What follows belongs to an exercise in optimizing a design on an open flow for small area, a short achievable clock period and few clock cycles; a production flow would make more cautious choices. In this exercise RTL edits were held to simulation tests only and were not proved equivalent to the original. Power figures rest on the tool's default switching activity, not on a simulated workload.

==> flow/design.v <==
module jk_uart #(
    parameter integer P           = 248,    
    parameter integer BUSY        = 0,      
    parameter [0:0]   RESET_LEVEL = 1'b1    
) (
    input  wire        clk,
    input  wire        clr,         
    input  wire        tick,        
    input  wire [31:0] tstamp,      
    input  wire        wr,          
    input  wire        new_level,   
    output reg         pb_valid,    
    output reg  [7:0]  pb_data,
    output reg  [31:0] pb_time
);
    localparam integer ARM = P + P / 2;
    localparam integer CDW = $clog2(ARM + 1);
    reg  [3:0]     br;      
    reg  [CDW-1:0] cd;      
    reg  [7:0]     acc;     
    reg            level;   
    reg            pend;    
    reg  [CDW-1:0] pcd;     
    wire falling = wr && level && !new_level;
    always @(posedge clk) begin
        pb_valid <= 1'b0;
        if (clr) begin
            br    <= 4'd0;
            cd    <= {CDW{1'b0}};
            acc   <= 8'h00;
            level <= RESET_LEVEL;
            pend  <= 1'b0;
            pcd   <= {CDW{1'b0}};
        end else if (wr) begin
            level <= new_level;
            if (falling) begin
                if (br == 4'd0 || (br == 4'd1 && BUSY == 1)) begin
                    br  <= 4'd9;
                    cd  <= ARM[CDW-1:0];
                    acc <= 8'h00;
                end else if (br == 4'd1 && BUSY == 2 && !pend) begin
                    pend <= 1'b1;
                    pcd  <= ARM[CDW-1:0];
                end
            end
        end else if (tick && br != 4'd0) begin
            if (pend)
                pcd <= pcd - 1'b1;
            if (cd != {CDW{1'b0}}) begin
                cd <= cd - 1'b1;
            end else if (br >= 4'd2) begin
                acc <= {level, acc[7:1]};
                br  <= br - 1'b1;
                cd  <= P[CDW-1:0] - 1'b1;
            end else begin
                pb_valid <= 1'b1;
                pb_data  <= acc;
                pb_time  <= tstamp;
                if (pend) begin
                    pend <= 1'b0;
                    br   <= 4'd9;
                    cd   <= pcd - 1'b1;
                    acc  <= 8'h00;
                    pcd  <= {CDW{1'b0}};
                end else begin
                    br <= 4'd0;
                    cd <= {CDW{1'b0}};
                end
            end
        end
    end
endmodule
module jk_kbd #(
    parameter integer T_START     = 36,
    parameter integer T_ZERO      = 10,
    parameter integer T_ONE       = 22,
    parameter integer T_BYTEPAUSE = 50,
    parameter integer T_WORDPAUSE = 120
) (
    input  wire        clk,
    input  wire        clr,         
    input  wire        tick,        
    input  wire [31:0] tstamp,      
    input  wire [17:0] keylatch,    
    input  wire        setkey,      
    input  wire [17:0] setkey_code,
    output reg         stb_valid,   
    output reg  [31:0] stb_time
);
    localparam [2:0] IDLE       = 3'd0,
                     START_WAIT = 3'd1,
                     BIT_WAIT   = 3'd2,
                     BYTE_PAUSE = 3'd3,
                     WORD_PAUSE = 3'd4;
    localparam integer CDW = 8;
    reg  [2:0]     phase;
    reg  [17:0]    code;
    reg            widx;
    reg  [3:0]     bidx;
    reg  [CDW-1:0] cd;
    reg  [17:0]    pend;
    wire [1:0] code_len = code[17:16];
    wire [7:0] word     = widx ? code[7:0] : code[15:8];
    function [CDW-1:0] spacing_m1;
        input [7:0] w;
        input [3:0] j;
        begin
            spacing_m1 = w[3'd7 - j[2:0]] ? T_ONE - 1 : T_ZERO - 1;
        end
    endfunction
    wire       poll_pend  = pend[17:16] != 2'd0;
    wire       poll_latch = keylatch[17:16] != 2'd0;
    wire [17:0] poll_code = poll_pend ? pend : keylatch;
    always @(posedge clk) begin
        stb_valid <= 1'b0;
        if (clr) begin
            phase <= IDLE;
            code  <= 18'd0;
            widx  <= 1'b0;
            bidx  <= 4'd0;
            cd    <= {CDW{1'b0}};
            pend  <= 18'd0;
        end else if (setkey) begin
            if (phase != IDLE && setkey_code[17:16] != 2'd0 && setkey_code != code
                && !poll_pend)
                pend <= setkey_code;
        end else if (tick) begin
            if (phase == IDLE || (phase == WORD_PAUSE && cd == {CDW{1'b0}})) begin
                if (poll_pend || poll_latch) begin
                    code  <= poll_code;
                    widx  <= 1'b0;
                    bidx  <= 4'd0;
                    phase <= START_WAIT;
                    cd    <= T_START - 1;
                    if (poll_pend)
                        pend <= 18'd0;
                end else begin
                    phase <= IDLE;
                    code  <= 18'd0;
                    widx  <= 1'b0;
                    bidx  <= 4'd0;
                    cd    <= {CDW{1'b0}};
                end
            end else if (cd != {CDW{1'b0}}) begin
                cd <= cd - 1'b1;
            end else begin
                case (phase)
                    START_WAIT: begin
                        stb_valid <= 1'b1;
                        stb_time  <= tstamp;
                        phase     <= BIT_WAIT;
                        bidx      <= 4'd0;
                        cd        <= spacing_m1(word, 4'd0);
                    end
                    BIT_WAIT: begin
                        stb_valid <= 1'b1;
                        stb_time  <= tstamp;
                        bidx      <= bidx + 1'b1;
                        if (bidx + 1'b1 < 4'd8) begin
                            cd <= spacing_m1(word, bidx + 1'b1);
                        end else if (code_len == 2'd2 && !widx) begin
                            phase <= BYTE_PAUSE;
                            cd    <= T_BYTEPAUSE - 1;
                        end else begin
                            phase <= WORD_PAUSE;
                            cd    <= T_WORDPAUSE - 1;
                        end
                    end
                    BYTE_PAUSE: begin
                        widx  <= 1'b1;
                        bidx  <= 4'd0;
                        phase <= START_WAIT;
                        cd    <= T_START - 1;
                    end
                    default: phase <= IDLE;
                endcase
            end
        end
    end
endmodule
module jkbus_io (
    input  wire         clk,
    input  wire         rst,           
    input  wire         cmd_valid,
    output wire         cmd_ready,
    input  wire [31:0]  cmd,
    input  wire [7:0]   ext_rdata,     
    output reg          rsp_valid,     
    output reg  [7:0]   rsp_data,
    output reg          ext_valid,     
    output reg          ext_we,
    output reg  [1:0]   ext_dev,
    output reg  [15:0]  ext_port,
    output reg  [7:0]   ext_data,
    output reg          xtick_valid,   
    output reg  [27:0]  xtick_count,
    output reg          reset_ev,      
    output wire [3:0]   pb_valid,      
    output wire [31:0]  pb_data,
    output wire [127:0] pb_time,
    output wire         stb_valid,     
    output wire [31:0]  stb_time
);
    localparam [7:0] PORT_IDLE = 8'hFF;
    localparam [7:0] CR0_RESET = 8'hFF;
    localparam [7:0] CR1_RESET = 8'h80;
    localparam [7:0] CR2_RESET = 8'h05;
    localparam [7:0] CR3_RESET = 8'h00;
    wire [3:0]  op   = cmd[31:28];
    wire [15:0] addr = cmd[23:8];
    wire [7:0]  dat  = cmd[7:0];
    wire [1:0]  k_len = cmd[25:24];
    wire [7:0]  k_w0  = cmd[15:8];
    wire [7:0]  k_w1  = cmd[7:0];
    wire is_ioread   = (cmd & 32'hFF0000FF) == 32'h20000000;
    wire is_iowrite  = (cmd & 32'hFF000000) == 32'h30000000;
    wire is_advance  = op == 4'h4;
    wire is_setkey   = (cmd & 32'hFCFF0000) == 32'h80000000 && k_len != 2'd3
                       && !(k_len == 2'd0 && (k_w0 != 8'd0 || k_w1 != 8'd0))
                       && !(k_len == 2'd1 && k_w1 != 8'd0);
    wire is_setinput = (cmd & 32'hFFFFFF00) == 32'h90000000;
    wire is_reset    = cmd == 32'hF0000000;
    reg  [7:0]  cr0, cr1, cr2, cr3;
    reg  [7:0]  inlatch;
    reg  [17:0] keylatch;
    reg  [31:0] tnow;
    reg         ticking;
    reg  [27:0] remaining;
    assign cmd_ready = !ticking;
    wire accept = cmd_valid && cmd_ready;
    wire m0 = (addr & 16'h00FF) == 16'h0004;
    wire m1 = (addr & 16'h00F8) == 16'h00E0;
    wire m2 = (addr & 16'h0004) == 16'h0000;
    wire m3 = addr == 16'h0085;
    wire m4 = (addr & 16'h00FE) == 16'h0046;
    wire m5 = (addr & 16'h00FF) == 16'h004C;
    wire m6 = (addr & 16'hFF0F) == 16'h120D;
    wire m7 = (addr & 16'h000F) == 16'h0005;
    wire w0 = m0;
    wire w1 = !m0 && m1;
    wire w2 = !m0 && !m1 && m2;
    wire w3 = !m0 && !m1 && !m2 && m3;
    wire w4 = !m0 && !m1 && !m2 && !m3 && m4;
    wire w5 = !m0 && !m1 && !m2 && !m3 && !m4 && m5;
    wire w6 = !m0 && !m1 && !m2 && !m3 && !m4 && !m5 && m6;
    wire r0 = m0;
    wire r1 = !m0 && m1;
    wire r2 = !m0 && !m1 && m2;
    wire r4 = !m0 && !m1 && !m2 && m4;
    wire r6 = !m0 && !m1 && !m2 && !m4 && m6;
    wire r7 = !m0 && !m1 && !m2 && !m4 && !m6 && m7;
    wire do_wr = accept && is_iowrite;
    wire do_rd = accept && is_ioread;
    wire [7:0] cr0_new = dat;
    wire [7:0] cr1_new = dat;
    wire [7:0] cr2_new = w4 ? ((cr2 & 8'hF0) | (dat & 8'h0F))
                            : ((cr2 & 8'h0F) | (dat & 8'hF0));
    wire [7:0] cr3_new = (cr3 & 8'hC3) | (dat & 8'h3C);
    wire cr0_wr = do_wr && w0;
    wire cr1_wr = do_wr && w3;
    wire cr2_wr = do_wr && (w4 || w5);
    wire cr3_wr = do_wr && w6;
    wire do_reset = accept && is_reset;
    wire clr      = rst || do_reset;
    always @(posedge clk) begin
        rsp_valid   <= 1'b0;
        ext_valid   <= 1'b0;
        xtick_valid <= 1'b0;
        reset_ev    <= 1'b0;
        if (rst) begin
            cr0       <= CR0_RESET;
            cr1       <= CR1_RESET;
            cr2       <= CR2_RESET;
            cr3       <= CR3_RESET;
            inlatch   <= 8'h00;
            keylatch  <= 18'd0;
            tnow      <= 32'd0;
            ticking   <= 1'b0;
            remaining <= 28'd0;
        end else if (ticking) begin
            tnow      <= tnow + 1'b1;
            remaining <= remaining - 1'b1;
            if (remaining == 28'd1)
                ticking <= 1'b0;
        end else if (accept) begin
            if (is_iowrite) begin
                if (cr0_wr) cr0 <= cr0_new;
                if (cr1_wr) cr1 <= cr1_new;
                if (cr2_wr) cr2 <= cr2_new;
                if (cr3_wr) cr3 <= cr3_new;
                if (w1 || w2 || w4) begin
                    ext_valid <= 1'b1;
                    ext_we    <= 1'b1;
                    ext_dev   <= w1 ? 2'd1 : w2 ? 2'd0 : 2'd2;
                    ext_port  <= addr;
                    ext_data  <= dat;
                end
            end
            if (is_ioread) begin
                rsp_valid <= 1'b1;
                if (r1 || r2 || r4) begin
                    rsp_data  <= ext_rdata;
                    ext_valid <= 1'b1;
                    ext_we    <= 1'b0;
                    ext_dev   <= r1 ? 2'd1 : r2 ? 2'd0 : 2'd2;
                    ext_port  <= addr;
                    ext_data  <= ext_rdata;
                end else if (r0)
                    rsp_data <= cr0;
                else if (r6)
                    rsp_data <= cr3;
                else if (r7)
                    rsp_data <= inlatch;
                else
                    rsp_data <= PORT_IDLE;
            end
            if (is_advance) begin
                xtick_valid <= 1'b1;
                xtick_count <= cmd[27:0];
                if (cmd[27:0] != 28'd0) begin
                    ticking   <= 1'b1;
                    remaining <= cmd[27:0];
                end
            end
            if (is_setkey)
                keylatch <= {k_len, k_w0, k_w1};
            if (is_setinput)
                inlatch <= dat;
            if (is_reset) begin
                cr0      <= CR0_RESET;
                cr1      <= CR1_RESET;
                cr2      <= CR2_RESET;
                cr3      <= CR3_RESET;
                reset_ev <= 1'b1;
            end
        end
    end
    wire [31:0] tick_time = tnow + 1'b1;
    jk_uart #(.P(248), .BUSY(0), .RESET_LEVEL(CR0_RESET[1])) u_uart0 (
        .clk(clk), .clr(clr), .tick(ticking), .tstamp(tick_time),
        .wr(cr0_wr), .new_level(cr0_new[1]),
        .pb_valid(pb_valid[0]), .pb_data(pb_data[7:0]), .pb_time(pb_time[31:0]));
    jk_uart #(.P(337), .BUSY(2), .RESET_LEVEL(CR1_RESET[7])) u_uart1 (
        .clk(clk), .clr(clr), .tick(ticking), .tstamp(tick_time),
        .wr(cr1_wr), .new_level(cr1_new[7]),
        .pb_valid(pb_valid[1]), .pb_data(pb_data[15:8]), .pb_time(pb_time[63:32]));
    jk_uart #(.P(29), .BUSY(1), .RESET_LEVEL(CR2_RESET[0])) u_uart2 (
        .clk(clk), .clr(clr), .tick(ticking), .tstamp(tick_time),
        .wr(cr2_wr), .new_level(cr2_new[0]),
        .pb_valid(pb_valid[2]), .pb_data(pb_data[23:16]), .pb_time(pb_time[95:64]));
    jk_uart #(.P(13), .BUSY(2), .RESET_LEVEL(CR2_RESET[2])) u_uart3 (
        .clk(clk), .clr(clr), .tick(ticking), .tstamp(tick_time),
        .wr(cr2_wr), .new_level(cr2_new[2]),
        .pb_valid(pb_valid[3]), .pb_data(pb_data[31:24]), .pb_time(pb_time[127:96]));
    jk_kbd #(.T_START(36), .T_ZERO(10), .T_ONE(22), .T_BYTEPAUSE(50), .T_WORDPAUSE(120)) u_kbd (
        .clk(clk), .clr(clr), .tick(ticking), .tstamp(tick_time),
        .keylatch(keylatch),
        .setkey(accept && is_setkey), .setkey_code({k_len, k_w0, k_w1}),
        .stb_valid(stb_valid), .stb_time(stb_time));
endmodule
==> flow/run.sh <==
#!/bin/bash
# synth_recipe.tcl (not shown) runs the flow's synth.tcl, then flattens the netlist and writes it again
# the make line also repeats each setting of config.mk as NAME=value (left out here)
make -C /OpenROAD-flow-scripts/flow DESIGN_CONFIG=/design/flow/config.mk WORK_HOME=/design/flow/orfs CLKGATE_MAP_FILE= SYNTH_SCRIPT=/design/flow/synth_recipe.tcl finish
==> flow/config.mk <==
export PLATFORM = sky130hd
export DESIGN_NAME = jkbus_io
export DESIGN_NICKNAME = jkbus_io
export VERILOG_FILES = /design/flow/design.v
export SDC_FILE = /design/flow/constraint.sdc
export NUM_CORES = 4
export LEC_CHECK = 0
export CAP_MARGIN = 20
export CORE_MARGIN = 2
export CORE_UTILIZATION = 35
export PLACE_DENSITY = 0.6
export SLEW_MARGIN = 20
==> flow/constraint.sdc <==
create_clock -name core_clock -period 8.0 [get_ports {clk}]
set_input_delay 1.6000 -clock core_clock [delete_from_list [all_inputs] [get_ports {clk}]]
set_output_delay 1.6000 -clock core_clock [all_outputs]
set_load 0.01 [all_outputs]
==> notes.md <==
[report_power, final]
part	internal, mW	switching (mW)	total (mW)
combinational	0.0890	0.142	0.231
clock	1.50	1.07	2.56
sequential	2.76	0.0104	2.77
[state kept, by name, summed over array words and instances (netlist names), 9 cells and up]
name and flops:
u_uart0.cd 9, u_uart1.pcd 9, u_uart1.pb_time 32, xtick_count 28
tnow 32, u_kbd.code 18, keylatch 18, u_kbd.stb_time 32
u_uart1.cd 9, ext_port 16, u_uart2.pb_time 32, u_uart3.pb_time 32
remaining 28, u_uart0.pb_time 32, u_kbd.pend 18
[kinds of logic after synthesis]
kind of cell    after synthesis
compound gates              382
xor+xnor                    115
fa+ha+maj                    28
buf+inv                     161
flops                       514
mux                         108
simple gates                714
[cell type report]
class / count / area, µm²
fill: 5832 / 34900
sequential: 514 / 12800
multi-input combinational: 1347 / 8700
timing repair buffer: 337 / 3320
clock buffer: 69 / 1500
tap: 846 / 1060
clock inverter: 34 / 348
inverter: 44 / 165
[worst max-delay path, delay by kind of cell]
family                 cells  cell delay, ps
and+or+nand+nor            5            2530
buffers and inverters      2             820
[routing by layer]
metal,routed length [µm],global-route usage
met4,1180,0.0432
met5,0,0
met2,27900,0.294
met3,3610,0.0333
met1,26200,0.229
[worst max path at each step]
stage / end / cells past startpoint
2_1_floorplan: u_uart1.pb_data[0] / 8
5_1_grt: u_uart3.pb_time[25] / 7
3_5_place_dp: u_kbd.code[5] / 7
4_1_cts: u_kbd.code[9] / 7
6_report: u_uart3.pb_time[25] / 7
3_3_place_gp: u_kbd.pend[10] / 8
[placed cells by master, fill, tap and decap left out, types with 43 or more instances in the layout]
cell,n
sky130_fd_sc_hd__dfxtp_1,259
sky130_fd_sc_hd__inv_1,43
sky130_fd_sc_hd__nand2_1,115
sky130_fd_sc_hd__clkdlybuf4s50_1,306
sky130_fd_sc_hd__nor2_1,212
sky130_fd_sc_hd__nand3_1,87
sky130_fd_sc_hd__mux2i_1,86
sky130_fd_sc_hd__o21ai_0,84
sky130_fd_sc_hd__edfxtp_1,255
sky130_fd_sc_hd__nor3_1,58
sky130_fd_sc_hd__clkbuf_16,56
sky130_fd_sc_hd__xnor2_1,51
sky130_fd_sc_hd__a21oi_1,111
sky130_fd_sc_hd__xor2_1,64
==> notes.md <==
Place:
- After detailed placement, the design holds a cell count of 3088.
- The post-DP HPWL is 40800 µm.
- Once placement finished, the instance area stood at 26100 µm².
- The global placement routability congestion is 0.818.
- In this run the tool buffered the top-level ports with 307 buffer cells.
- The pre-CTS worst setup slack is 2580 ps.

Die:
- The total area inside the core boundary comes to 62900 µm².
- The placement row count is 92.
- The width of the chip is 256 µm.
- The die covers 65300 µm².
- The number of primary I/O pins is 308.
- The initial standard-cell utilization of the core is 0.352.
- Measured along the y axis, the die boundary spans 256 µm.

Timing:
- The time the worst path needs with I/O delays and setup is 4760 ps.
- The worst hold margin is 431 ps.
- Setup repair after global routing left no endpoint under its margin.
- In the final timing run, aggregate negative setup slack is 0 ps.
- The number of hold violations in the final report came to 0.
- The count of pins over their slew limit came to 0.
- Setup violations remaining at the end of the flow were counted as 0.
- Dividing the final minimum period by the clock period gives 0.596.
- Headroom to the max-slew limit came out at 0.274.
- In the post-route analysis, the smallest setup slack over all paths is 3240 ps.
- The slew at the pin closest to its max-slew limit is 1090 ps.
- The achievable clock frequency is 210 MHz.
- The final setup skew is 27.7 ps.

Synthesis:
- The cell area after synthesis is 22100 µm².
- Counting flops with a built-in enable in the synthesized netlist gives 255.
- Counting flops and latches in the post-synthesis netlist gives 514.
- For this run, the number of Yosys warnings is 6.
- In the post-synthesis netlist, the cell with the most instances is sky130_fd_sc_hd__dfxtp_1.
- The synthesized-area fraction occupied by ao, oa, aoi and oai cells is 0.109.
- The synthesized netlist contains 85 unique library cells.
- Counting every instance in the synthesized netlist gives 2022.
- The simple-gate area share of the yosys netlist is 0.166.
- The most common flop cell mapped by yosys is sky130_fd_sc_hd__dfxtp_1.
- In the post-synthesis netlist, the biggest area contributors are sky130_fd_sc_hd__edfxtp_1, sky130_fd_sc_hd__dfxtp_1, sky130_fd_sc_hd__mux2i_1, sky130_fd_sc_hd__nor2_1, sky130_fd_sc_hd__a21oi_1.
- Dividing the synthesized area by the synthesized cell count gives 10.9 µm².
- The largest area contributor in the synthesized netlist is sky130_fd_sc_hd__edfxtp_1.
- The post-synthesis net count is 2093.
- The proportion of synthesized chip area in sequential cells is 0.580.
- Of the total synthesized cell area, the portion taken by XOR and XNOR cells is 0.0455.
- For this run, asynchronously set or reset flops after synthesis account for 0.
- After synthesis, the share of cell area in mux cells is 0.0521.
- The commonest cells after synthesis are sky130_fd_sc_hd__dfxtp_1, sky130_fd_sc_hd__edfxtp_1, sky130_fd_sc_hd__nor2_1.
- The area share of the largest cell type after synthesis is 0.346.
- After synthesis, the largest family of logic cells by area is simple AND/OR/NAND/NOR gates.
- The area share of fa/ha/maj cells after synthesis is 0.0158.

Setup path:
- The start-to-end type of the worst setup path is input pin to flop.
- The worst setup slack for register-to-register paths is 3950 ps.
- Measured in cells, the most critical reg-to-reg path has a length of 10.
- The critical path capture point type is a flop.
- The critical path's slowest cell is sky130_fd_sc_hd__nor4_1.
- Data on the critical path is required at its endpoint by 8280 ps.
- In this run the worst setup path begins at cmd[16].
- The capturing point of the worst reg2reg path is u_kbd.pend[1].
- Data on the critical path arrives at its endpoint at 5040 ps.
- The maximum fanout along the worst path is 59.
- The startpoint kind of the worst setup timing path is an input pin.
- The critical path goes through clkdlybuf4s50_1 > nor4_1 > nand4_1 > or4_4 > nand2b_4 > nor3_2 > buf_4.
- The largest incremental delay on the critical path is 710 ps.
- In this run the critical register-to-register path is launched from ticking.

Hold path:
- The start point of the worst hold path is u_uart2.acc[0].
- The worst min-delay path endpoint is u_uart2.pb_data[0].
- Counting instances, the worst hold path has a depth of 0.
- The min-delay analysis places its worst path in the category flop to flop.

Drt:
- Before antenna repair, the detailed router went through 5 iterations.
- The detailed-route DRC error count is 0.
- The residual antenna-violating net count after detailed routing is 0.
- The detailed router finished its first iteration with 944 violations.
- The post-detailed-routing wire length is 58800 µm.
- The final routed wire length divided by cell count is 18.4 µm.
- Detailed routing inserted a total of 16653 vias.
- The via-per-instance ratio is 5.22.

Layout:
- Of the cells placed in the final design, the portion with a size suffix greater than 1 is 0.0844.
- Once layout is complete, the cells apart from fillers number 3191.
- At the end of the flow, the number of nets in the layout was 2370.
- 0 antenna diodes ended up in the layout.
- From synthesis to final layout, the design area changed by 26.1%.
- The utilization after layout is 0.444.
- The post-route cell area is 27900 µm².

Flow run:
- The tool flagged a number of max-cap violations equal to 0.

Pwr:
- Power spread over the standard cell area amounts to 199 nW/µm².
- Power comes to 5.56 mW.
- The worst voltage drop across the vdd grid is 0.000165 V.
- The analysis attributes to cell leakage a power of 9.77 nW.

CTS:
- The level count of the clock H-tree is 2.
- The total clock sinks is 514.
- Buffers inserted during clock tree synthesis total 55.
- Gates resized during post-CTS repair numbered 0.
- Post-CTS timing repair inserted 0 buffers for setup.
- TritonCTS built the clock tree.
- The clock latency on the worst-skew pair is 610 ps.
- The clock-pin transition on the worst setup and hold timing paths is 60 ps.
- Hold repair after CTS inserted 0 buffers.
- The root buffer cell is sky130_fd_sc_hd__clkbuf_16.
- The maximum clock insertion buffer count is 3.

Global routing:
- The first global-routing pass estimated 92200 µm of wire.
- The via count of the first global-routing pass is 16182.
- The total routing resource utilization after global routing is 0.174.
- The initial antenna violation count came to 0.
- For this run the aggregate overflow at the end of global routing stands at 0.
- Entering global routing, the biggest net connects 72 pins.

Status:
- The run finished with no timing, DRC or antenna violations.
Testbench counts, summed over its fixed seeds: cycles 1,205,727.

==> separate check: timing with driven ports <==
How much do the figures lean on ideal ports? The routed layout below was timed once more, with nothing changed but the port constraints. Step 1: set_driving_cell puts a clkbuf_16 on clk and a buf_2 on each other input, an assumption about the parent block. Step 2 moves the port delays by t, midway between the first and last clock arrival at a register: inputs arrive t later, outputs are due t later. That takes back most of the time a late clock gives input paths. a / b / c = ideal / step 1 / step 2; a / b = the first two.
shift t [ns]: 0.653
slack for setup (ns): 3.235 / 3.226 / 2.613
worst hold slack (ns): 0.431 / 0.431 / 0.431
worst register clock-pin slew, ns: 0.06 / 0.06
pins driven straight from the clock port: 1
After both steps setup and hold are still met in this run. For this run, drivers alone change the setup slack by -0.009 ns; drivers and shift together by -0.622 ns.
